This design comes from an exercise in tuning for small area, a short achievable clock period and few clock cycles per item on the open sky130 flow, not from production work. RTL that was checked went through simulation tests only; none was proved equivalent to the original. Power and IR drop assume default switching activity.

Design rtp_h264_depkt32, start of the top module:
module rtp_h264_depkt32 (
    input  wire        clk,
    input  wire        rst,
    input  wire        cfg_strict_f,
    input  wire        cfg_zero_byte,
    input  wire        in_valid,
    output wire        in_ready,
    input  wire [31:0] in_data,
    input  wire [2:0]  in_cnt,
    input  wire        in_last,
    output wire        out_valid,
    input  wire        out_ready,
    output wire [31:0] out_data,
    output wire [2:0]  out_cnt,
    output wire        res_valid,
    output wire [2:0]  res_cause,
    output wire [4:0]  res_flags
);
clock: 7.0 ns
lec_check: 0
abc_area: 1
cap_margin: 20
core_margin: 2
core_utilization: 40
setup_slack_margin: 2.7
slew_margin: 20
standard.sh (not shown) runs the stock make flow with config.mk's settings and CLKGATE_MAP_FILE= SYNTH_SCRIPT=/design/flow/synth_recipe.tcl, a recipe that flattens the netlist after the stock synthesis.
==> flow/flow/run.sh <==
#!/bin/bash
# The standard layout (standard.sh) with two changes:
#  - ABC maps for area (map -a) in synthesis: ORFS's scripts are copied and
#    their abc_area.script replaced with flow/abc_area.script (ABC_AREA is
#    set in config.mk); synthesis is otherwise the standard flow's own, so the registers
#    and their names are the standard synthesis's;
#  - the port buffers are buf_2 cells instead of the default delay buffers.
# The make output goes to standard.log; each step's log is under orfs/logs.
set -euo pipefail
rm -rf scripts_abc
cp -r "$FLOW_HOME/scripts" scripts_abc
cp flow/abc_area.script scripts_abc/abc_area.script
export SCRIPTS_DIR="$PWD/scripts_abc"
export BUFFER_PORTS_ARGS="-buffer_cell sky130_fd_sc_hd__buf_2"
bash standard.sh > standard.log 2>&1
==> flow/flow/abc_area.script <==
strash
dch
map -a
topo
stime -c
buffer -c
upsize -c
dnsize -c
The baseline completed without violations.
Testbench counts at the start, summed over its fixed seeds: cycles 48,649, in bytes 177,094.
Then changed:
==> flow/flow/abc_area.script (replaced) <==
strash
dc2
dch
map -a
topo
stime -c
buffer -c
upsize -c
dnsize -c
SETUP_SLACK_MARGIN = 2.9   (was 2.7)
Outcome: Final area is lower by about 0.6%; clock-buffer cell count is lower by 1; critical path depth is lower by 1; cell count barely changes; maximum frequency is higher by about 4%; combinational power is higher to 2.6 times its value.
Then changed:
==> flow/flow/abc_area.script (replaced) <==
strash
dch
map -a
topo
stime -c
buffer -c
upsize -c
dnsize -c
CORE_UTILIZATION = 60   (was 40)
What happened: Worst hold slack improved by 0.026 ns. Core utilization rises by 24 points. Clock power barely changes. Flip-flop and latch count is unchanged. Die area falls by 29%. Design area rises by about 2.8%. Worst setup slack got worse by 0.057 ns.

========
Another version of the RTL of rtp_h264_depkt32 (not shown whole).
Size in the first run: ~88 I/O pins.
Settings: LEC_CHECK=0, ABC_AREA=1, CAP_MARGIN=20, CORE_MARGIN=2, CORE_UTILIZATION=40, SETUP_SLACK_MARGIN=3.2, SLEW_MARGIN=20; clock period 7.0 ns.
==> flow/flow/run.sh <==
#!/bin/bash
# The standard layout (standard.sh) with two changes:
#  - ABC maps for area (dc2, dch, map -a) in synthesis: ORFS's scripts are copied and
#    their abc_area.script replaced with flow/abc_area.script (ABC_AREA is
#    set in config.mk); synthesis is otherwise the standard flow's own, so the registers
#    and their names are the standard synthesis's;
#  - the port buffers are buf_2 cells instead of the default delay buffers.
# The make output goes to standard.log; each step's log is under orfs/logs.
set -euo pipefail
rm -rf scripts_abc
cp -r "$FLOW_HOME/scripts" scripts_abc
cp flow/abc_area.script scripts_abc/abc_area.script
export SCRIPTS_DIR="$PWD/scripts_abc"
export BUFFER_PORTS_ARGS="-buffer_cell sky130_fd_sc_hd__buf_2"
bash standard.sh > standard.log 2>&1
==> flow/flow/abc_area.script <==
strash
dc2
dch
map -a
topo
stime -c
buffer -c
upsize -c
dnsize -c
Next try:
--- a/flow/flow/run.sh
+++ b/flow/flow/run.sh
@@ -2,3 +2,3 @@
 # The standard layout (standard.sh) with two changes:
-#  - ABC maps for area (dc2, dch, map -a) in synthesis: ORFS's scripts are copied and
+#  - ABC maps for area (map -a) in synthesis: ORFS's scripts are copied and
 #    their abc_area.script replaced with flow/abc_area.script (ABC_AREA is
==> flow/flow/abc_area.script (replaced) <==
strash
dch
map -a
topo
stime -c
buffer -c
upsize -c
dnsize -c
Settings changed: SETUP_SLACK_MARGIN 3.2 to 2.9.
The new run passed the timing, DRC and antenna checks.
Wire length came out lower by a little under a tenth.
Flip-flop and latch count is unchanged.
Fmax shrinks by a few percent.
Total power falls by roughly a tenth.
Sequential share of layout area is about the same.
Core utilization fell by 2.6 points.
Die area came out higher by a few percent.
Setup slack is worse by 200 ps.
Next try:
--- a/flow/flow/run.sh
+++ b/flow/flow/run.sh
@@ -2,3 +2,3 @@
 # The standard layout (standard.sh) with two changes:
-#  - ABC maps for area (map -a) in synthesis: ORFS's scripts are copied and
+#  - ABC maps for area (dc2, dch, map -a) in synthesis: ORFS's scripts are copied and
 #    their abc_area.script replaced with flow/abc_area.script (ABC_AREA is
==> flow/flow/abc_area.script (replaced) <==
strash
dc2
dch
map -a
topo
stime -c
buffer -c
upsize -c
dnsize -c
Settings changed: SETUP_SLACK_MARGIN 2.9 to 3.4.
Setup slack gets better by 280 ps. Power grows by about a fifth. Final area increases by a little under a tenth. Global-route usage rose by 2.7 points. Clock-buffer cell count falls by 1. Area after synthesis fell by a few percent. Routed wire length goes up by roughly a tenth. Sequential power went up by a few percent. Hold slack improves by 30 ps.
No run of this note included a check of the RTL's function; only the layout flow was run.

========
## run A
The RTL this note starts from:
==> flow/design.v <==
module depkt_core (
    input  wire        clk,
    input  wire        rst,
    input  wire        cfg_strict_f,
    input  wire        cfg_zero_byte,
    input  wire        in_valid,
    output wire        in_ready,
    input  wire [31:0] in_data,
    input  wire [2:0]  in_cnt,
    input  wire        in_last,
    output wire        out_valid,
    input  wire        out_ready,
    output reg  [31:0] out_data,
    output reg  [2:0]  out_cnt,
    output wire        res_valid,
    output wire [2:0]  res_cause,
    output wire [4:0]  res_flags
);
    localparam [2:0] C_OK         = 3'd0;
    localparam [2:0] C_SHORT      = 3'd1;
    localparam [2:0] C_FBIT       = 3'd2;
    localparam [2:0] C_TRUNC_DON  = 3'd3;
    localparam [2:0] C_TRUNC_SIZE = 3'd4;
    localparam [2:0] C_TRUNC_EXTRA= 3'd5;
    localparam [2:0] C_ZERO_SIZE  = 3'd6;
    localparam [2:0] C_TRUNC_UNIT = 3'd7;
    localparam [2:0] S_IDLE  = 3'd0;    
    localparam [2:0] S_COPY  = 3'd1;    
    localparam [2:0] S_DRAIN = 3'd2;    
    localparam [2:0] S_RUN   = 3'd3;    
    localparam [2:0] S_HDR   = 3'd4;    
    localparam [2:0] S_UNIT  = 3'd5;    
    localparam [2:0] S_RES   = 3'd6;    
    reg  [2:0]  st;
    reg  [1:0]  p;           
    reg  [1:0]  at;          
    reg  [3:0]  k;           
    reg  [15:0] remain;      
    reg  [2:0]  err;         
    reg  [4:0]  flags;
    reg         ufbit;       
    function [4:0] classify(input [4:0] t);
        case (t)
            5'd1: classify = 5'b01000;    
            5'd5: classify = 5'b10000;    
            5'd6: classify = 5'b00100;    
            5'd7: classify = 5'b00001;    
            5'd8: classify = 5'b00010;    
            default: classify = 5'b00000;
        endcase
    endfunction
    function zero_type(input [4:0] t);
        zero_type = (t == 5'd6) || (t == 5'd7) || (t == 5'd8);
    endfunction
    wire [7:0] b0 = in_data[7:0];
    wire [7:0] b1 = in_data[15:8];
    wire [4:0] t0 = b0[4:0];
    wire is_single = (t0 >= 5'd1) && (t0 <= 5'd23);
    wire is_ag     = (t0 >= 5'd24) && (t0 <= 5'd27);
    wire is_fu     = (t0 == 5'd28) || (t0 == 5'd29);
    wire is_fub    = (t0 == 5'd29);
    wire fu_start  = b1[7];
    wire short     = in_last && (in_cnt <= 3'd2);
    wire [2:0] idle_err = short                          ? C_SHORT :
                          (cfg_strict_f && b0[7])        ? C_FBIT :
                          (is_fub && in_last && in_cnt == 3'd3) ? C_TRUNC_DON : C_OK;
    wire [3:0] donb = (at == 2'd0) ? 4'd0 : 4'd2;
    reg  [3:0] runl;
    always @(*) begin
        case (at)
            2'd0: runl = 4'd2;
            2'd1: runl = 4'd4;
            2'd2: runl = 4'd7;
            default: runl = 4'd8;
        endcase
    end
    wire [2:0] avail = in_cnt - {1'b0, p};
    wire [7:0] hsel  = in_data[8*p +: 8];          
    wire [3:0] run_left = runl - k;
    wire       run_all  = ({1'b0, avail} >= run_left);     
    wire [2:0] run_n    = run_all ? run_left[2:0] : avail;
    wire [3:0] k_next   = k + {1'b0, run_n};
    wire [3:0] dhi      = donb - k;                          
    wire [3:0] dlo      = donb + 4'd1 - k;
    wire       cap_hi   = !dhi[3] && (dhi < {1'b0, run_n});
    wire       cap_lo   = !dlo[3] && (dlo < {1'b0, run_n});
    wire [1:0] lhi      = p + dhi[1:0];
    wire [1:0] llo      = p + dlo[1:0];
    wire [15:0] size_next = {cap_hi ? in_data[8*lhi +: 8] : remain[15:8],
                             cap_lo ? in_data[8*llo +: 8] : remain[7:0]};
    wire       rem_big  = (remain[15:3] != 13'd0);
    wire       unit_end = !rem_big && (remain[2:0] <= avail);
    wire [2:0] unit_n   = unit_end ? remain[2:0] : avail;
    reg        emit;         
    reg        prefix;       
    reg        fuhdr;        
    reg        zb4;          
    reg        bdone;        
    reg        simple;       
    reg  [1:0] sh;           
    reg  [2:0] ncopy;        
    always @(*) begin
        emit   = 1'b0;
        prefix = 1'b0;
        fuhdr  = 1'b0;
        zb4    = 1'b0;
        bdone  = 1'b0;
        simple = 1'b0;
        sh     = p;
        ncopy  = avail;
        case (st)
            S_IDLE: begin
                if (idle_err != C_OK) begin
                    bdone = 1'b1;
                end else if (is_single) begin
                    emit   = 1'b1;
                    prefix = 1'b1;
                    zb4    = cfg_zero_byte && zero_type(t0);
                end else if (is_fu) begin
                    if (fu_start) begin
                        emit  = 1'b1;
                        fuhdr = 1'b1;
                        bdone = is_fub;
                    end else begin
                        emit  = !is_fub;
                        bdone = 1'b1;
                        sh    = 2'd2;
                        ncopy = in_cnt - 3'd2;
                    end
                end else if (!is_ag) begin
                    bdone = 1'b1;
                end
            end
            S_COPY: begin
                emit   = 1'b1;
                bdone  = 1'b1;
                simple = 1'b1;
            end
            S_DRAIN: bdone = 1'b1;
            S_RUN:   bdone = !run_all || ({1'b0, avail} == run_left);
            S_HDR: begin
                if (remain != 16'd0) begin
                    emit   = 1'b1;
                    prefix = 1'b1;
                    zb4    = cfg_zero_byte && zero_type(hsel[4:0]);
                end
            end
            S_UNIT: begin
                emit   = 1'b1;
                ncopy  = unit_n;
                bdone  = !unit_end || (remain[2:0] == avail);
                simple = unit_end && !ufbit;
            end
            default: ;
        endcase
    end
    wire active = in_valid && (st != S_RES);
    wire fire   = active && (!emit || out_ready);
    wire ending = fire && bdone && in_last;
    assign out_valid = active && emit;
    assign in_ready  = fire && bdone;
    assign res_valid = (st == S_RES) || (ending && simple);
    assign res_cause = (st == S_RES) ? err : C_OK;
    assign res_flags = (st == S_RES && err != C_OK) ? 5'd0 : flags;
    wire [31:0] shifted = in_data >> {sh, 3'b000};
    always @(*) begin
        if (prefix || fuhdr) begin
            out_data = {fuhdr ? {in_data[7:5], in_data[12:8]} : 8'h01,
                        zb4 ? 8'h00 : 8'h01, 16'h0000};
            out_cnt  = (fuhdr || zb4) ? 3'd4 : 3'd3;
        end else begin
            out_data = shifted;
            out_cnt  = ncopy;
        end
    end
    reg [2:0] end_cause;
    always @(*) begin
        end_cause = err;
        case (st)
            S_IDLE: end_cause = idle_err;
            S_RUN: begin
                if (k_next < donb)
                    end_cause = C_TRUNC_DON;
                else if (k_next == donb)
                    end_cause = C_OK;
                else if (k_next == donb + 4'd1)
                    end_cause = C_TRUNC_SIZE;
                else if (k_next != runl)
                    end_cause = C_TRUNC_EXTRA;
                else
                    end_cause = (size_next == 16'd0) ? C_ZERO_SIZE : C_TRUNC_UNIT;
            end
            S_UNIT: end_cause = unit_end ? C_FBIT : C_TRUNC_UNIT;
            default: ;
        endcase
    end
    always @(posedge clk) begin
        if (rst) begin
            st <= S_IDLE;
            p  <= 2'd0;
        end else if (st == S_RES) begin
            st <= S_IDLE;
        end else if (fire) begin
            case (st)
                S_IDLE: begin
                    err   <= idle_err;
                    ufbit <= 1'b0;
                    flags <= 5'd0;
                    k     <= 4'd0;
                    at    <= t0[1:0];
                    if (idle_err != C_OK)
                        st <= S_DRAIN;
                    else if (is_single) begin
                        flags <= classify(t0);
                        st    <= S_COPY;
                    end else if (is_fu) begin
                        if (fu_start)
                            flags <= classify(b1[4:0]);
                        st <= S_COPY;
                        if (fu_start && !is_fub)
                            p <= 2'd2;
                    end else if (is_ag) begin
                        st <= S_RUN;
                        p  <= 2'd1;
                    end else
                        st <= S_DRAIN;
                end
                S_RUN: begin
                    k      <= k_next;
                    remain <= size_next;
                    p      <= p + run_n[1:0];
                    if (run_all)
                        st <= S_HDR;
                end
                S_HDR: begin
                    if (remain == 16'd0) begin
                        err <= C_ZERO_SIZE;
                        st  <= S_DRAIN;
                    end else begin
                        flags <= flags | classify(hsel[4:0]);
                        ufbit <= cfg_strict_f && hsel[7];
                        st    <= S_UNIT;
                    end
                end
                S_UNIT: begin
                    remain <= remain - {13'd0, unit_n};
                    p      <= p + unit_n[1:0];
                    if (unit_end) begin
                        k <= donb;
                        if (ufbit) begin
                            err <= C_FBIT;
                            st  <= S_DRAIN;
                        end else
                            st <= S_RUN;
                    end
                end
                default: ;
            endcase
            if (bdone)
                p <= 2'd0;
            if (ending) begin
                if (simple)
                    st <= S_IDLE;
                else begin
                    st  <= S_RES;
                    err <= end_cause;
                end
            end
        end
    end
endmodule
module rtp_h264_depkt32 (
    input  wire        clk,
    input  wire        rst,
    input  wire        cfg_strict_f,
    input  wire        cfg_zero_byte,
    input  wire        in_valid,
    output wire        in_ready,
    input  wire [31:0] in_data,
    input  wire [2:0]  in_cnt,
    input  wire        in_last,
    output wire        out_valid,
    input  wire        out_ready,
    output wire [31:0] out_data,
    output wire [2:0]  out_cnt,
    output wire        res_valid,
    output wire [2:0]  res_cause,
    output wire [4:0]  res_flags
);
    depkt_core core (
        .clk(clk), .rst(rst),
        .cfg_strict_f(cfg_strict_f), .cfg_zero_byte(cfg_zero_byte),
        .in_valid(in_valid), .in_ready(in_ready), .in_data(in_data), .in_cnt(in_cnt),
        .in_last(in_last),
        .out_valid(out_valid), .out_ready(out_ready), .out_data(out_data), .out_cnt(out_cnt),
        .res_valid(res_valid), .res_cause(res_cause), .res_flags(res_flags)
    );
endmodule
Settings: LEC_CHECK=0, CAP_MARGIN=20, CORE_MARGIN=2, CORE_UTILIZATION=40, SETUP_SLACK_MARGIN=1.5, SLEW_MARGIN=20; clock period 7.0 ns.
run.sh (not shown) runs the stock make flow with config.mk's settings and CLKGATE_MAP_FILE= SYNTH_SCRIPT=/design/flow/synth_recipe.tcl, a recipe that flattens the netlist after the stock synthesis.
Stock flow here: none of the scripts above is used.
Testbench counts of run A, summed over its fixed seeds: cycles 47,426, in bytes 177,094.
The inputs of run B differ from those of run A as listed below.
Settings: swapping 1.5 for 3 in SETUP_SLACK_MARGIN.
Findings:
- In the final design statistics, run B uses more standard cells in total than run A.
- Compared with run A, in run B proportion of cell area occupied by registers went down; area taken by multi-input logic gates went up.
- Endpoint of the worst setup timing path = out_cnt[0]: run B; endpoint of the worst setup timing path = core.err[0]: run A
What run C does differently from run B at the input level:
Settings: a deleted SETUP_SLACK_MARGIN that had been 3.
Notes after the runs:
Share of power burned in registers ended up 3.3 points higher on run C than on run B. The number of nets at the end of the flow number comes out higher for run B vs run C. Delta (run C minus run B): detailed-routed wire length on met2 decreased about 17%; hold slack decreased 0.0070 ns; global-route wire length before repair decreased 9.9%. The switching power as a share of total power of run C exceeds that of run B by 0.30 points. Between run C and run B, area overhead of the layout relative to synthesis is lower for run C, run B comes in above that. Diff run B -> run C: total power shows a reduction of about 22%; worst endpoint data arrival time went up by 1.21 ns; share of the cycle needed by the critical path after routing grew by 17 points. Run B -> run C: gate count of the mapped netlist delta 0, exact match.

[what the ideal ports hide]
In the flow no input, the clock included, has a driving cell. The finished layouts below were timed again as built, in two steps. Step 1 sets driving cells, clkbuf_16 on the clock port and buf_2 on the other inputs (assumed; they add their load-dependent delay and slew). Step 2 moves the port delays by t, midway between the first and last clock arrival at a register: inputs arrive t later, outputs are due t later. That takes back most of the time a late clock gives input paths. a / b / c = ideal ports / drivers / drivers and shift; a / b = the first two.
run	t (ns)	setup WS [ns]	worst register clock-pin slew, ns	worst slew at a driven data input, ns	cell pins on the clock port's net
the first run of note 1	0.328	2.764 / 2.727 / 2.756	0.08 / 0.08	0.05	1
the second run of note 1	0.331	2.934 / 2.906 / 2.906	0.09 / 0.09	0.06	1
the third run of note 1	0.325	2.877 / 2.846 / 2.846	0.08 / 0.08	0.05	1
the first run of note 2	0.344	3.193 / 3.169 / 2.970	0.10 / 0.10	0.05	1
the second run of note 2	0.344	2.992 / 2.960 / 3.145	0.09 / 0.09	0.03	1
the third run of note 2	0.337	3.277 / 3.240 / 3.220	0.09 / 0.09	0.05	1
run A	0.335	1.523 / 1.510 / 1.189	0.06 / 0.06	0.05	1
run B	0.332	1.451 / 1.404 / 1.241	0.06 / 0.06	0.06	1
run C	0.330	0.244 / 0.221 / 0.071	0.06 / 0.06	0.03	1
After both steps every run listed still meets setup and hold. The setup slack of run A, which loses most, moves by -0.013 ns with the drivers and by -0.334 ns with both steps.
